Context: an optimization exercise on an open-source flow, tuned for small area and few clock cycles. The choices shown serve that exercise and are no tape-out recipe.
Function was checked by simulation only, so behaviour that the tests miss may differ from the original.
Power figures rest on the tool's default switching activity, not on a simulated workload.

--- design/flow/constraint.sdc ---
create_clock -name core_clock -period 10.0 [get_ports {clk}]
set_input_delay 2.0000 -clock core_clock [delete_from_list [all_inputs] [get_ports {clk}]]
set_output_delay 2.0000 -clock core_clock [all_outputs]
set_load 0.01 [all_outputs]
--- design/flow/config.mk ---
export PLATFORM = sky130hd
export DESIGN_NAME = qurv_codec
export DESIGN_NICKNAME = qurv_codec
export VERILOG_FILES = /design/flow/design.v
export SDC_FILE = /design/flow/constraint.sdc
export NUM_CORES = 4
export LEC_CHECK = 0
export CAP_MARGIN = 20
export CORE_MARGIN = 2
export CORE_UTILIZATION = 40
export PLACE_DENSITY = 0.6
export SLEW_MARGIN = 20
--- design/flow/design.v ---
module qurv_codec (
    input  wire        clk,
    input  wire        rst,           
    input  wire        step_valid,
    input  wire        step_kind,     
    input  wire [23:0] step_word,
    output reg         done,
    output reg         rdata_valid,
    output reg  [15:0] rdata,
    output wire        tx_valid,
    output wire [7:0]  tx_data,
    input  wire        tx_ready
);
    localparam integer PAYLOAD_MAX = 32;
    localparam integer BODY_MAX    = PAYLOAD_MAX + 6;
    localparam integer RX_BUDGET   = 2 * BODY_MAX + 2;
    localparam [7:0] HOST_ADDR  = 8'h42;
    localparam [7:0] TYPE_READ  = 8'h04;
    localparam [7:0] TYPE_WRITE = 8'h05;
    localparam [7:0] ACK_READ   = 8'h08;
    localparam [7:0] ACK_WRITE  = 8'h03;
    localparam [7:0] START      = 8'h0D;
    localparam [7:0] ENDM       = 8'h0A;
    localparam [7:0] ESC        = 8'h5E;
    localparam [7:0] ESC_OFFSET = 8'h40;
    localparam [2:0] XS_IDLE = 3'd0, XS_BUSY = 3'd1, XS_OK = 3'd2, XS_TIMEOUT = 3'd3,
                     XS_TRANSPORT = 3'd4, XS_CHECKSUM = 3'd5, XS_MALFORMED = 3'd6,
                     XS_ACK = 3'd7;
    localparam [3:0] F_ILLCMD = 4'h1, F_ILLSEQ = 4'h2, F_TXOVF = 4'h4, F_BADIDX = 4'h8;
    localparam [1:0] SK_NONE = 2'd0, SK_READ = 2'd1, SK_WRITE = 2'd2, SK_OTHER = 2'd3;
    localparam [1:0] RS_OFF = 2'd0, RS_HUNT = 2'd1, RS_DATA = 2'd2, RS_ESCD = 2'd3;
    localparam [1:0] TP_START = 2'd0, TP_BODY = 2'd1, TP_ESC2 = 2'd2, TP_END = 2'd3;
    function [15:0] crc16_step;
        input [15:0] c;
        input [7:0]  b;
        integer k;
        reg [15:0] r;
        begin
            r = c ^ {b, 8'h00};
            for (k = 0; k < 8; k = k + 1)
                r = r[15] ? ((r << 1) ^ 16'h1021) : (r << 1);
            crc16_step = r;
        end
    endfunction
    function is_reserved;
        input [7:0] b;
        is_reserved = (b == START) || (b == ENDM) || (b == ESC);
    endfunction
    reg [15:0] crc;
    reg [7:0]  tx_dst, tx_type, tx_reg;
    reg [7:0]  tx_pay [0:PAYLOAD_MAX-1];
    reg [15:0] tx_len;
    reg [15:0] tx_crc;
    reg [2:0]  xstat;
    reg [3:0]  fault;
    reg [1:0]  sent_kind;
    reg [1:0]  rx_state;
    reg [7:0]  rx_body [0:BODY_MAX-1];
    reg [15:0] rx_blen;
    reg [7:0]  rx_raw [0:RX_BUDGET-1];
    reg [15:0] rx_count;
    reg [7:0]  rx_dst, rx_src, rx_type, rx_reg, rx_ack;
    reg [15:0] rx_plen;
    reg [15:0] rx_crc_emb, rx_crc_calc;
    reg [7:0]  rx_erraddr;
    reg [15:0] rx_crc_run;
    reg [7:0]  rx_h1, rx_h0;
    reg        tx_busy;
    reg [1:0]  tx_phase;
    reg [15:0] tx_idx;        
    reg [15:0] tx_acc;        
    wire [7:0]  op  = step_word[23:16];
    wire [15:0] arg = step_word[15:0];
    wire        z_ok = (arg == 16'h0000);
    wire        b_ok = (arg[15:8] == 8'h00);
    wire [7:0]  imm8 = arg[7:0];
    wire [1:0]  ev_kind = step_word[9:8];
    wire [7:0]  ev_data = step_word[7:0];
    wire accept = step_valid && !tx_busy;
    wire [15:0] tx_body_len = tx_len + 16'd6;
    wire [15:0] tx_pay_sel  = tx_len + 16'd3 - tx_idx;    
    reg  [7:0]  tx_cur;
    always @(*) begin
        if (tx_idx == 16'd0)               tx_cur = tx_dst;
        else if (tx_idx == 16'd1)          tx_cur = HOST_ADDR;
        else if (tx_idx == 16'd2)          tx_cur = tx_type;
        else if (tx_idx == 16'd3)          tx_cur = tx_reg;
        else if (tx_idx < tx_len + 16'd4)  tx_cur = tx_pay[tx_pay_sel[4:0]];
        else if (tx_idx == tx_len + 16'd4) tx_cur = tx_acc[15:8];
        else                               tx_cur = tx_acc[7:0];
    end
    wire tx_cur_is_msg = (tx_idx < tx_len + 16'd4);
    wire tx_last_body  = (tx_idx == tx_body_len - 16'd1);
    reg [7:0] tx_wire;
    always @(*) begin
        case (tx_phase)
            TP_START: tx_wire = START;
            TP_BODY:  tx_wire = is_reserved(tx_cur) ? ESC : tx_cur;
            TP_ESC2:  tx_wire = tx_cur + ESC_OFFSET;
            default:  tx_wire = ENDM;
        endcase
    end
    assign tx_valid = tx_busy;
    assign tx_data  = tx_wire;
    reg [15:0] rd_val;
    always @(*) begin
        case (imm8)
            8'h00: rd_val = {13'd0, xstat};
            8'h01: rd_val = {12'd0, fault};
            8'h02: rd_val = crc;
            8'h03: rd_val = {8'd0, tx_dst};
            8'h04: rd_val = {8'd0, tx_type};
            8'h05: rd_val = {8'd0, tx_reg};
            8'h06: rd_val = tx_len;
            8'h07: rd_val = tx_crc;
            8'h08: rd_val = {8'd0, rx_dst};
            8'h09: rd_val = {8'd0, rx_src};
            8'h0A: rd_val = {8'd0, rx_type};
            8'h0B: rd_val = {8'd0, rx_reg};
            8'h0C: rd_val = {8'd0, rx_ack};
            8'h0D: rd_val = rx_plen;
            8'h0E: rd_val = rx_crc_emb;
            8'h0F: rd_val = rx_crc_calc;
            8'h10: rd_val = {8'd0, rx_erraddr};
            8'h11: rd_val = rx_count;
            8'h12: rd_val = {14'd0, rx_state};
            8'h13: rd_val = rx_blen;
            8'h14: rd_val = {14'd0, sent_kind};
            default: rd_val = 16'h0000;
        endcase
    end
    wire        pay_ok   = ((xstat == XS_OK) || (xstat == XS_CHECKSUM) || (xstat == XS_ACK)) &&
                           (arg < rx_plen);
    wire [15:0] pay_pos  = rx_plen + 16'd3 - arg;        
    wire        raw_ok   = (arg < rx_count);
    integer i;
    always @(posedge clk) begin
        if (rst) begin
            crc         <= 16'h0000;
            tx_dst      <= 8'h00;
            tx_type     <= 8'h00;
            tx_reg      <= 8'h00;
            tx_len      <= 16'd0;
            tx_crc      <= 16'h0000;
            xstat       <= XS_IDLE;
            fault       <= 4'h0;
            sent_kind   <= SK_NONE;
            rx_state    <= RS_OFF;
            rx_blen     <= 16'd0;
            rx_count    <= 16'd0;
            rx_dst      <= 8'h00;
            rx_src      <= 8'h00;
            rx_type     <= 8'h00;
            rx_reg      <= 8'h00;
            rx_ack      <= 8'h00;
            rx_plen     <= 16'd0;
            rx_crc_emb  <= 16'h0000;
            rx_crc_calc <= 16'h0000;
            rx_erraddr  <= 8'h00;
            rx_crc_run  <= 16'h0000;
            rx_h1       <= 8'h00;
            rx_h0       <= 8'h00;
            tx_busy     <= 1'b0;
            tx_phase    <= TP_START;
            tx_idx      <= 16'd0;
            tx_acc      <= 16'h0000;
            done        <= 1'b0;
            rdata_valid <= 1'b0;
            rdata       <= 16'h0000;
        end else begin
            done        <= 1'b0;
            rdata_valid <= 1'b0;
            rdata       <= 16'h0000;
            if (tx_busy && tx_ready) begin
                case (tx_phase)
                    TP_START: begin
                        tx_phase <= TP_BODY;
                        tx_idx   <= 16'd0;
                    end
                    TP_BODY: begin
                        if (tx_cur_is_msg)
                            tx_acc <= crc16_step(tx_acc, tx_cur);
                        if (is_reserved(tx_cur))
                            tx_phase <= TP_ESC2;
                        else if (tx_last_body)
                            tx_phase <= TP_END;
                        else
                            tx_idx <= tx_idx + 16'd1;
                    end
                    TP_ESC2: begin
                        if (tx_last_body)
                            tx_phase <= TP_END;
                        else begin
                            tx_phase <= TP_BODY;
                            tx_idx   <= tx_idx + 16'd1;
                        end
                    end
                    default: begin
                        tx_busy <= 1'b0;
                        tx_crc  <= tx_acc;
                        done    <= 1'b1;
                    end
                endcase
            end
            if (accept) begin
                if (step_kind) begin
                    done <= 1'b1;
                    if (xstat == XS_BUSY) begin
                        case (ev_kind)
                            2'd0: begin : tp_byte
                                reg closed, overflow, append;
                                reg [7:0] abyte;
                                closed   = 1'b0;
                                overflow = 1'b0;
                                append   = 1'b0;
                                abyte    = ev_data;
                                rx_raw[rx_count[6:0]] <= ev_data;
                                rx_count <= rx_count + 16'd1;
                                case (rx_state)
                                    RS_HUNT: begin
                                        if (ev_data == START) begin
                                            rx_state   <= RS_DATA;
                                            rx_blen    <= 16'd0;
                                            rx_crc_run <= 16'h0000;
                                        end
                                    end
                                    RS_DATA: begin
                                        if (ev_data == START) begin
                                            rx_blen    <= 16'd0;
                                            rx_crc_run <= 16'h0000;
                                        end else if (ev_data == ENDM) begin
                                            rx_state <= RS_OFF;
                                            closed   = 1'b1;
                                        end else if (ev_data == ESC) begin
                                            rx_state <= RS_ESCD;
                                        end else if (rx_blen == BODY_MAX) begin
                                            overflow = 1'b1;
                                        end else begin
                                            append = 1'b1;
                                        end
                                    end
                                    RS_ESCD: begin
                                        if (rx_blen == BODY_MAX) begin
                                            overflow = 1'b1;
                                        end else begin
                                            append   = 1'b1;
                                            abyte    = ev_data - ESC_OFFSET;
                                            rx_state <= RS_DATA;
                                        end
                                    end
                                    default: ;
                                endcase
                                if (append) begin
                                    rx_body[rx_blen[5:0]] <= abyte;
                                    rx_blen <= rx_blen + 16'd1;
                                    rx_h1   <= rx_h0;
                                    rx_h0   <= abyte;
                                    if (rx_blen >= 16'd2)
                                        rx_crc_run <= crc16_step(rx_crc_run, rx_h1);
                                end
                                if (closed) begin
                                    if (rx_blen < 16'd6) begin
                                        xstat <= XS_MALFORMED;
                                    end else begin
                                        rx_dst      <= rx_body[0];
                                        rx_src      <= rx_body[1];
                                        rx_type     <= rx_body[2];
                                        rx_reg      <= rx_body[3];
                                        rx_ack      <= rx_body[2];
                                        rx_plen     <= rx_blen - 16'd6;
                                        rx_crc_emb  <= {rx_h1, rx_h0};
                                        rx_crc_calc <= rx_crc_run;
                                        if ({rx_h1, rx_h0} == rx_crc_run) begin
                                            xstat <= XS_OK;
                                        end else begin
                                            xstat      <= XS_CHECKSUM;
                                            rx_erraddr <= rx_body[0];
                                        end
                                    end
                                end else if (overflow) begin
                                    xstat    <= XS_MALFORMED;
                                    rx_state <= RS_OFF;
                                end else if (rx_count + 16'd1 == RX_BUDGET) begin
                                    xstat    <= XS_TIMEOUT;
                                    rx_state <= RS_OFF;
                                end
                            end
                            2'd1: begin
                                xstat    <= XS_TIMEOUT;
                                rx_state <= RS_OFF;
                            end
                            default: begin
                                xstat    <= XS_TRANSPORT;
                                rx_state <= RS_OFF;
                            end
                        endcase
                    end
                end else begin
                    done <= 1'b1;
                    case (op)
                        8'h00: begin  
                            if (!z_ok) fault <= fault | F_ILLCMD;
                        end
                        8'h01: begin  
                            if (!z_ok) fault <= fault | F_ILLCMD;
                            else begin
                                crc         <= 16'h0000;
                                tx_dst      <= 8'h00;
                                tx_type     <= 8'h00;
                                tx_reg      <= 8'h00;
                                tx_len      <= 16'd0;
                                tx_crc      <= 16'h0000;
                                xstat       <= XS_IDLE;
                                fault       <= 4'h0;
                                sent_kind   <= SK_NONE;
                                rx_state    <= RS_OFF;
                                rx_blen     <= 16'd0;
                                rx_count    <= 16'd0;
                                rx_dst      <= 8'h00;
                                rx_src      <= 8'h00;
                                rx_type     <= 8'h00;
                                rx_reg      <= 8'h00;
                                rx_ack      <= 8'h00;
                                rx_plen     <= 16'd0;
                                rx_crc_emb  <= 16'h0000;
                                rx_crc_calc <= 16'h0000;
                                rx_erraddr  <= 8'h00;
                            end
                        end
                        8'h02: begin  
                            if (!b_ok) fault <= fault | F_ILLCMD;
                            else begin
                                rdata_valid <= 1'b1;
                                rdata       <= rd_val;
                                if (imm8 > 8'h14) fault <= fault | F_BADIDX;
                            end
                        end
                        8'h10: begin  
                            if (!z_ok) fault <= fault | F_ILLCMD;
                            else crc <= 16'h0000;
                        end
                        8'h11: begin  
                            if (!b_ok) fault <= fault | F_ILLCMD;
                            else crc <= crc16_step(crc, imm8);
                        end
                        8'h12: begin  
                            if (!z_ok) fault <= fault | F_ILLCMD;
                            else begin
                                rdata_valid <= 1'b1;
                                rdata       <= crc;
                            end
                        end
                        8'h20: begin  
                            if (!b_ok) fault <= fault | F_ILLCMD;
                            else tx_dst <= imm8;
                        end
                        8'h21: begin  
                            if (!b_ok) fault <= fault | F_ILLCMD;
                            else tx_type <= imm8;
                        end
                        8'h22: begin  
                            if (!b_ok) fault <= fault | F_ILLCMD;
                            else tx_reg <= imm8;
                        end
                        8'h23: begin  
                            if (!z_ok) fault <= fault | F_ILLCMD;
                            else tx_len <= 16'd0;
                        end
                        8'h24: begin  
                            if (!b_ok) fault <= fault | F_ILLCMD;
                            else if (tx_len == PAYLOAD_MAX) fault <= fault | F_TXOVF;
                            else begin
                                tx_pay[tx_len[4:0]] <= imm8;
                                tx_len <= tx_len + 16'd1;
                            end
                        end
                        8'h25: begin  
                            if (!z_ok) fault <= fault | F_ILLCMD;
                            else if (xstat == XS_BUSY || fault != 4'h0) fault <= fault | F_ILLSEQ;
                            else begin
                                done       <= 1'b0;
                                tx_busy    <= 1'b1;
                                tx_phase   <= TP_START;
                                tx_idx     <= 16'd0;
                                tx_acc     <= 16'h0000;
                                sent_kind  <= (tx_type == TYPE_READ)  ? SK_READ  :
                                              (tx_type == TYPE_WRITE) ? SK_WRITE : SK_OTHER;
                                rx_blen     <= 16'd0;
                                rx_count    <= 16'd0;
                                rx_dst      <= 8'h00;
                                rx_src      <= 8'h00;
                                rx_type     <= 8'h00;
                                rx_reg      <= 8'h00;
                                rx_ack      <= 8'h00;
                                rx_plen     <= 16'd0;
                                rx_crc_emb  <= 16'h0000;
                                rx_crc_calc <= 16'h0000;
                                rx_erraddr  <= 8'h00;
                                rx_state    <= RS_HUNT;
                                xstat       <= XS_BUSY;
                            end
                        end
                        8'h30: begin  
                            if (!z_ok) fault <= fault | F_ILLCMD;
                            else if (xstat == XS_BUSY) fault <= fault | F_ILLSEQ;
                            else begin
                                sent_kind   <= SK_NONE;
                                rx_blen     <= 16'd0;
                                rx_count    <= 16'd0;
                                rx_dst      <= 8'h00;
                                rx_src      <= 8'h00;
                                rx_type     <= 8'h00;
                                rx_reg      <= 8'h00;
                                rx_ack      <= 8'h00;
                                rx_plen     <= 16'd0;
                                rx_crc_emb  <= 16'h0000;
                                rx_crc_calc <= 16'h0000;
                                rx_erraddr  <= 8'h00;
                                rx_state    <= RS_HUNT;
                                xstat       <= XS_BUSY;
                            end
                        end
                        8'h31: begin  
                            if (!z_ok) fault <= fault | F_ILLCMD;
                            else if (xstat == XS_OK) begin
                                if (!((sent_kind == SK_READ  && rx_ack == ACK_READ) ||
                                      (sent_kind == SK_WRITE && rx_ack == ACK_WRITE)))
                                    xstat <= XS_ACK;
                            end
                        end
                        8'h32: begin  
                            rdata_valid <= 1'b1;
                            if (pay_ok) rdata <= {8'd0, rx_body[pay_pos[5:0]]};
                            else        fault <= fault | F_BADIDX;
                        end
                        8'h33: begin  
                            rdata_valid <= 1'b1;
                            if (raw_ok) rdata <= {8'd0, rx_raw[arg[6:0]]};
                            else        fault <= fault | F_BADIDX;
                        end
                        default: fault <= fault | F_ILLCMD;
                    endcase
                end
            end
        end
    end
endmodule
--- design/flow/run.sh ---
#!/bin/bash
# synth_recipe.tcl (not shown) runs the flow's synth.tcl, then flattens the netlist and writes it again
# the make line also repeats each setting of config.mk as NAME=value (left out here)
make -C /OpenROAD-flow-scripts/flow DESIGN_CONFIG=/design/flow/config.mk WORK_HOME=/design/flow/orfs CLKGATE_MAP_FILE= SYNTH_SCRIPT=/design/flow/synth_recipe.tcl finish
==> qor.txt <==
Status: finished clean
Crit path from: tx_len[3]$_SDFFE_PP0P_
Worst slew margin: 17.7%
Final Hold Viols: 0
Syn_nets: 4260
Initial drt markers: 4313
First-pass GRT wire length: 255 mm
VDD IR max: 0.145 mV
Dpl hpwl: 115 mm
Setup TNS: 0 ns
Clock Path Buffers: 3
Combinational power share: 3.9%
Port Buf Inserts: 55
GPL Wtd Cong: 0.962
Die Y: 403 µm
Fill cells: 13.7k
Post CTS Setup Buffer Count: 0
Vias in the first global route: 36.7k
Most frequent cells in the layout: edfxtp_1 (1200), nor2_1 (368), mux4_2 (365), dfxtp_1 (288), nand2_1 (259)
First-pass DRT Iterations: 6
GR Overflow Total: 0
Chip Width: 403 µm
Final period util: 90.8%
Critical path class: reg2out
Initial antenna violation count: 4
Sw Ratio: 21.9%
H-Tree Depth: 4
Ys async rst share: 0%
Hold/Removal Path Class: reg2reg
Commonest non-fill, non-tap cell in the layout: edfxtp_1
#FFs+latches synth: 1488
Internal Power: 10.1 mW
Register share of total power: 51.8%
Final setup vio count: 0
Power consumption: 12.9 mW
Max reg flops: 624
CTS tree: done
Clock power share: 44.2%
Distinct cells, synth: 90
Worst-path cell chain: ha_1, nand3_1, nor2_1, nand3_1, inv_1, nand3_1, nor2_1, xnor2_1, ha_1, and4_1, a221o_1, a21oi_1, nand2_1, a31oi_2, ha_1, inv_1, nor2_1, mux2i_2, a211oi_4, o21a_2, nand2b_1, clkdlybuf4s50_1
Pleak: 22.3 nW
Maxcap violations: 0
Starting Density: 40.2%
Cell Area, Synth: 0.0637 mm²
Synthesized area per cell: 15.4 µm²
Root Driver: clkbuf_16
Worst-path maximum fanout: 13
Cts bufs inserted: 155
Fmax: 110 MHz
RR Endpoint: tx_idx[15]$_SDFF_PP0_
Switch Pwr: 2.82 mW
Routed WL: 175 mm
RSZ-0062 raised after global routing: no
R2r setup slk: 3.77 ns
Vias: 37.7k
Row cnt: 146
Max-slew violations: 0
Hold_buf cts: 0
Largest net degree at the start of global routing: 155
Worst-case hold slack: 0.454 ns
Yosys warnings: 1
Min Clock Period, post-route: 9.08 ns
P&R area growth vs syn: 12.4%
Critical Path Sink Type: output pin
Final Skew: 0.0407 ns
WP data arrival: 7.08 ns
Clock Latency Late Sink: 0.82 ns
Share of cells above drive strength 1: 16.6%
Pwr Density: 180 mW/mm²
Ports: 56
Max stage delay cell, worst path: a21oi_1
Gates resized, CTS repair: 0
Cell count after synthesis: 4138
DRC viols: 0
Nets: 4301
Dpl cells: 6091
Required @ worst endpoint: 8.00 ns
Vias per cell: 5.91
Worst R2R Path Depth: 22
Final ANT Viol Nets: 0
Fin cells: 6376
Drt wl/cell: 27.4 µm
Clk sinks: 1488
Die area: 0.162 mm²
Post-synth top flop: edfxtp_1
Post-synthesis sequential area ratio: 65.7%
Critical Path End: tx_data[3]
EDFF count, synth: 1200
Core area: 0.158 mm²
Worst-path clk slew: 0.06 ns
Worst Setup Start Kind: register
Worst-Margin Slew: 1.22 ns
GR Util All Layers: 21.3%
R2R Path Start: tx_len[3]$_SDFFE_PP0P_
CP peak stage delay: 0.65 ns
[synth_stat cells, types with 57 or more instances]
library cell / instances / share of area [%]
a21oi_1: 187 / 1.5
a22o_1: 95 / 1.3
a22oi_1: 63 / 0.74
clkbuf_1: 163 / 0.96
dfxtp_1: 288 / 9.1
edfxtp_1: 1200 / 57
ha_1: 89 / 1.7
inv_1: 71 / 0.42
mux4_2: 365 / 13
nand2_1: 259 / 1.5
nand3_1: 127 / 1.0
nor2_1: 372 / 2.2
nor3_1: 57 / 0.45
o21ai_0: 80 / 0.63
xnor2_1: 94 / 1.3
xor2_1: 63 / 0.87
[cell families after synthesis]
logic type / share of synthesized area [%]
simple gates: 7.09
flops: 65.7
mux: 14.0
fa+ha+maj: 1.89
compound gates: 7.15
buf+inv: 1.98
xor+xnor: 2.21
[critical path, delay by kind of cell (launching register included)]
kind / cells / cell delay [ns]
DFF: 1 / 0.62
muxes: 1 / 0.12
and+or+nand+nor: 9 / 1.60
xor gates and xnor gates: 1 / 0.14
buffers and inverters: 3 / 0.68
adders and majority gates: 3 / 0.89
AOI/OAI and AO/OA: 5 / 2.22
[power groups by stage]
stage	clock network, mW	logic (mW)	registers (mW)
2_1_floorplan	0	0.276	6.82
3_3_place_gp	0	0.504	6.82
3_5_place_dp	0	0.511	6.82
4_1_cts	5.80	0.512	6.68
5_1_grt	6.04	0.539	6.68
6_report	5.70	0.506	6.68
[final cells by class]
| type | instances | area [µm²] | area share, % |
|---|---|---|---|
| Sequential cell | 1488 | 41800 | 58.4 |
| Multi-Input combinational cell | 2342 | 20800 | 29.0 |
| Clock buffer | 209 | 4160 | 5.81 |
| Tap cell | 2072 | 2590 | 3.62 |
| Timing Repair Buffer | 119 | 1110 | 1.56 |
| Clock inverter | 72 | 881 | 1.23 |
| Inverter | 73 | 274 | 0.383 |
| Antenna cell | 1 | 2.50 | 0.00350 |
[metal layers]
layer | vias to the layer above | GRT usage, % | wire, µm
li1 | 16300 | - | -
met1 | 19500 | 30.8 | 75600
met2 | 1541 | 33.2 | 81000
met3 | 287 | 4.02 | 13500
met4 | 4 | 5.79 | 4520
met5 | - | 0 | 23
[through the flow]
step	area [µm²]	worst slack (ns)	utilization, %
6_report	71600	0.918	45.3
2_1_floorplan	63700	3.22	-
3_5_place_dp	66500	1.79	42.0
4_1_cts	71500	0.906	45.2
5_1_grt	71600	0.393	45.3
3_3_place_gp	66500	1.85	42.0
[how the worst min path moves through the flow]
stage / from / end / slack [ns] / depth (start not counted)
4_1_cts: rx_crc_calc[9]$_SDFFE_PP0P_ / rx_crc_calc[9]$_SDFFE_PP0P_ / 0.45 / 2
6_report: rx_crc_calc[9]$_SDFFE_PP0P_ / rx_crc_calc[9]$_SDFFE_PP0P_ / 0.45 / 2
5_1_grt: tx_crc[10]$_SDFF_PP0_ / tx_crc[10]$_SDFF_PP0_ / 0.48 / 2
3_3_place_gp: rx_dst[7]$_SDFFE_PP0P_ / rx_dst[7]$_SDFFE_PP0P_ / 0.44 / 2
2_1_floorplan: rx_crc_calc[11]$_SDFFE_PP0P_ / rx_crc_calc[11]$_SDFFE_PP0P_ / 0.43 / 2
3_5_place_dp: rx_crc_calc[9]$_SDFFE_PP0P_ / rx_crc_calc[9]$_SDFFE_PP0P_ / 0.45 / 2
Testbench counts, summed over its fixed seeds: cycles 60,300.

-- what the ideal ports hide --
No port has a modelled driver above. Below, the same layout with a new extraction and two added sets of constraints.
Step 1: set_driving_cell puts a clkbuf_16 on clk and a buf_2 on each other input, an assumption about the parent block.
Step 2, shift: input delay + t, output delay - t, t = (earliest + latest rising clock arrival at the registers) / 2. This alone moves slack from input paths to output paths.
Slacks: no drivers / after step 1 / after step 2; pairs: no drivers / after step 1.
t, ns: 0.880
slack for setup (ns): 0.918 / 0.839 / 1.719
worst setup path at the end: register to output
worst slew at a driven data input, ns: 0.12
pins driven straight from the clock port: 1
After both steps setup and hold are still met in this run. The setup slack of this run moves by -0.079 ns with the drivers and by +0.801 ns with both steps.
